Background: an optimization exercise with open tools, aiming at small area, a short achievable clock period and few clock cycles. Do not read the settings as production practice.
Only simulation tests tie the RTL to the original design; equivalence was not proved.

Design tfx, start of the top module:
module tfx #(
  parameter PREMUL_ROUND = 0           
) (
  input  wire        clk,
  input  wire        rst,              
  input  wire        req,
  input  wire        we,
  input  wire [3:0]  addr,             
  input  wire [31:0] wdata,
  output wire        ready,
  output reg  [31:0] rdata
);
  localparam [31:0] ID_VALUE = 32'h31584654;
  localparam [3:0] A_ID = 4'h0, A_STATUS = 4'h1, A_CMD = 4'h2, A_ORDER = 4'h3,
                   A_NREQ = 4'h4, A_WIDTH = 4'h5, A_HEIGHT = 4'h6, A_DIST = 4'h7,
                   A_COORD = 4'h8, A_FLO = 4'h9, A_FHI = 4'hA, A_QBYTE = 4'hB,
                   A_ABYTE = 4'hC, A_NATIVE = 4'hD;
  localparam [7:0] OP_NOP = 8'h00, OP_CLEAR = 8'h01, OP_SETN = 8'h02, OP_SETDIM = 8'h03,
                   OP_D2XY = 8'h04, OP_XY2D = 8'h05, OP_BOUNDS = 8'h06,
                   OP_QH = 8'h10, OP_QC = 8'h11, OP_QL = 8'h12, OP_QA = 8'h13,
                   OP_DQH = 8'h18, OP_DQC = 8'h19, OP_DQL = 8'h1A,
                   OP_PREMUL = 8'h20, OP_UNPREMUL = 8'h21, OP_NALPHA = 8'h22;
  localparam [3:0] E_NONE = 4'd0, E_ILLEGAL = 4'd1, E_ORDER = 4'd2, E_DIMS = 4'd3,
                   E_DIST = 4'd4, E_COORD = 4'd5;
  localparam [2:0] M_DIV = 3'd0, M_QH = 3'd1, M_SET = 3'd2, M_MOD = 3'd3, M_ZT = 3'd4, M_QH2 = 3'd5;
  localparam [1:0] S_QA = 2'd0, S_PM = 2'd1, S_QC = 2'd2, S_QH = 2'd3;
  reg [4:0]  olog;                     
  reg [31:0] nreq, width, height, dist_r, coord, native;
  ...
Size: ~8200 cells after synthesis.
export LEC_CHECK = 0
export ABC_AREA = 1
export CAP_MARGIN = 20
export CORE_MARGIN = 2
export CORE_UTILIZATION = 40
export PLACE_DENSITY = 0.5
export SETUP_SLACK_MARGIN = 5
export SLEW_MARGIN = 20
create_clock -name core_clock -period 20.0 [get_ports {clk}]
standard.sh (not shown) runs the stock make flow with config.mk's settings and CLKGATE_MAP_FILE= SYNTH_SCRIPT=/design/flow/synth_recipe.tcl, a recipe that flattens the netlist after the stock synthesis.
==> flow/flow/run.sh <==
#!/bin/bash
set -euo pipefail
bash standard.sh SETUP_SLACK_MARGIN=10 TNS_END_PERCENT=100 finish > orfs_make.log 2>&1
Testbench counts at the start, summed over its fixed seeds: cycles 26,744.
Next try:
--- a/flow/design.v
+++ b/flow/design.v
@@ -447,19 +447,18 @@
   wire        qa_amb  = !qa_sat && !q255[16] && (q255[15:10] == 6'h3F);
   wire [24:0] qc_w    = f_sign ? {1'b0, ~q255[24:1]} : {1'b1, q255[24:1]};
   wire [7:0]  qc_b0   = qc_w[24:17];
   wire        qc_top  = (qc_w[16:9] == 8'hFF) && (qc_b0 != 8'hFF);
   wire        qc_bot  = (qc_w[16:9] == 8'h00) && (qc_b0 != 8'h00);
   wire [7:0]  qc_k    = qc_bot ? (qc_b0 - 8'd1) : qc_b0;
   wire [11:0] qh_yh   = sh_q[30:19] + 12'd3;
   wire [27:0] qh_y    = {qh_yh, sh_q[18:3]};
-  wire [10:0] qh_i1   = sh_ovf ? 11'h7FF : qh_y[27:17];
-  wire [10:0] qh_i    = dv_r[17:7];
-  wire [6:0]  qh_fr   = dv_r[6:0];
+  wire [10:0] qh_i    = sh_ovf ? 11'h7FF : qh_y[27:17];
+  wire [6:0]  qh_fr   = qh_y[16:10];
   wire        qh_big  = (qh_i >= 11'd768);
   wire [9:0]  qh_i10  = qh_i[9:0];
   wire [7:0]  qh_q3   = 8'(qh_i10 / 10'd3);
   wire [1:0]  qh_r3   = 2'(qh_i10 % 10'd3);
   wire        qh_top  = !qh_big && (qh_r3 == 2'd2) && (qh_fr == 7'h7F) && (qh_q3 != 8'd255);
   wire        qh_bot  = !qh_big && (qh_r3 == 2'd0) && (qh_fr == 7'h00) && (qh_q3 != 8'd0);
   wire [7:0]  qh_b    = qh_big ? 8'hFF : qh_bot ? (qh_q3 - 8'd1) : qh_q3;
   reg [1:0]  sop;
@@ -647,20 +646,16 @@
             f    <= pk_f;
             busy <= 1'b0;
           end else begin
             dv_r <= dv_r4;
             f    <= {f[59:0], dv_q4};
           end
         end
         M_QH: begin
-          dv_r <= {qh_i1, qh_y[16:10]};
-          mode <= M_QH2;
-        end
-        M_QH2: begin
           if (qh_top || qh_bot) slow_start(S_QH, qh_b);
           else begin
             qbyte <= qh_b;
             busy  <= 1'b0;
           end
         end
         M_SET: begin
           cnt    <= 7'd0;
After rerunning: The new run went through all stages and came out clean; fmax falls by 14%; synthesized cell count falls by 1.3%; utilization rises by 1.6 points; routed wire length falls by 2.1%; sequential share of layout area falls by 0.39 points; design area rises by 3.0%; clock-buffer cell count is unchanged.
Testbench counts after the change, summed over its fixed seeds: cycles 26,569.

==> re-timing with driven ports <==
No port has a modelled driver above. Below, the same layouts with a new extraction and two added sets of constraints.
Step 1 (the two cells are an assumption about what drives the block):
set clk [get_ports {clk}]
set_driving_cell -lib_cell sky130_fd_sc_hd__clkbuf_16 $clk
set_driving_cell -lib_cell sky130_fd_sc_hd__buf_2 [delete_from_list [all_inputs] $clk]
Step 2 also shifts input and output timing later by t, the mid clock arrival at the registers, as if the neighbouring blocks saw the same clock.
Three values: ideal, step 1, step 2; two values: the first two.
| run | shift t [ns] | slack for setup (ns) | pins driven straight from the clock port |
|---|---|---|---|
| the first run | 0.757 | 10.022 / 9.998 / 9.667 | 1 |
| the second run | 0.749 | 8.340 / 8.340 / 8.340 | 1 |
After both steps setup and hold are still met in every run listed. For the first run, which loses most, drivers alone change the setup slack by -0.024 ns; drivers and shift together by -0.355 ns.
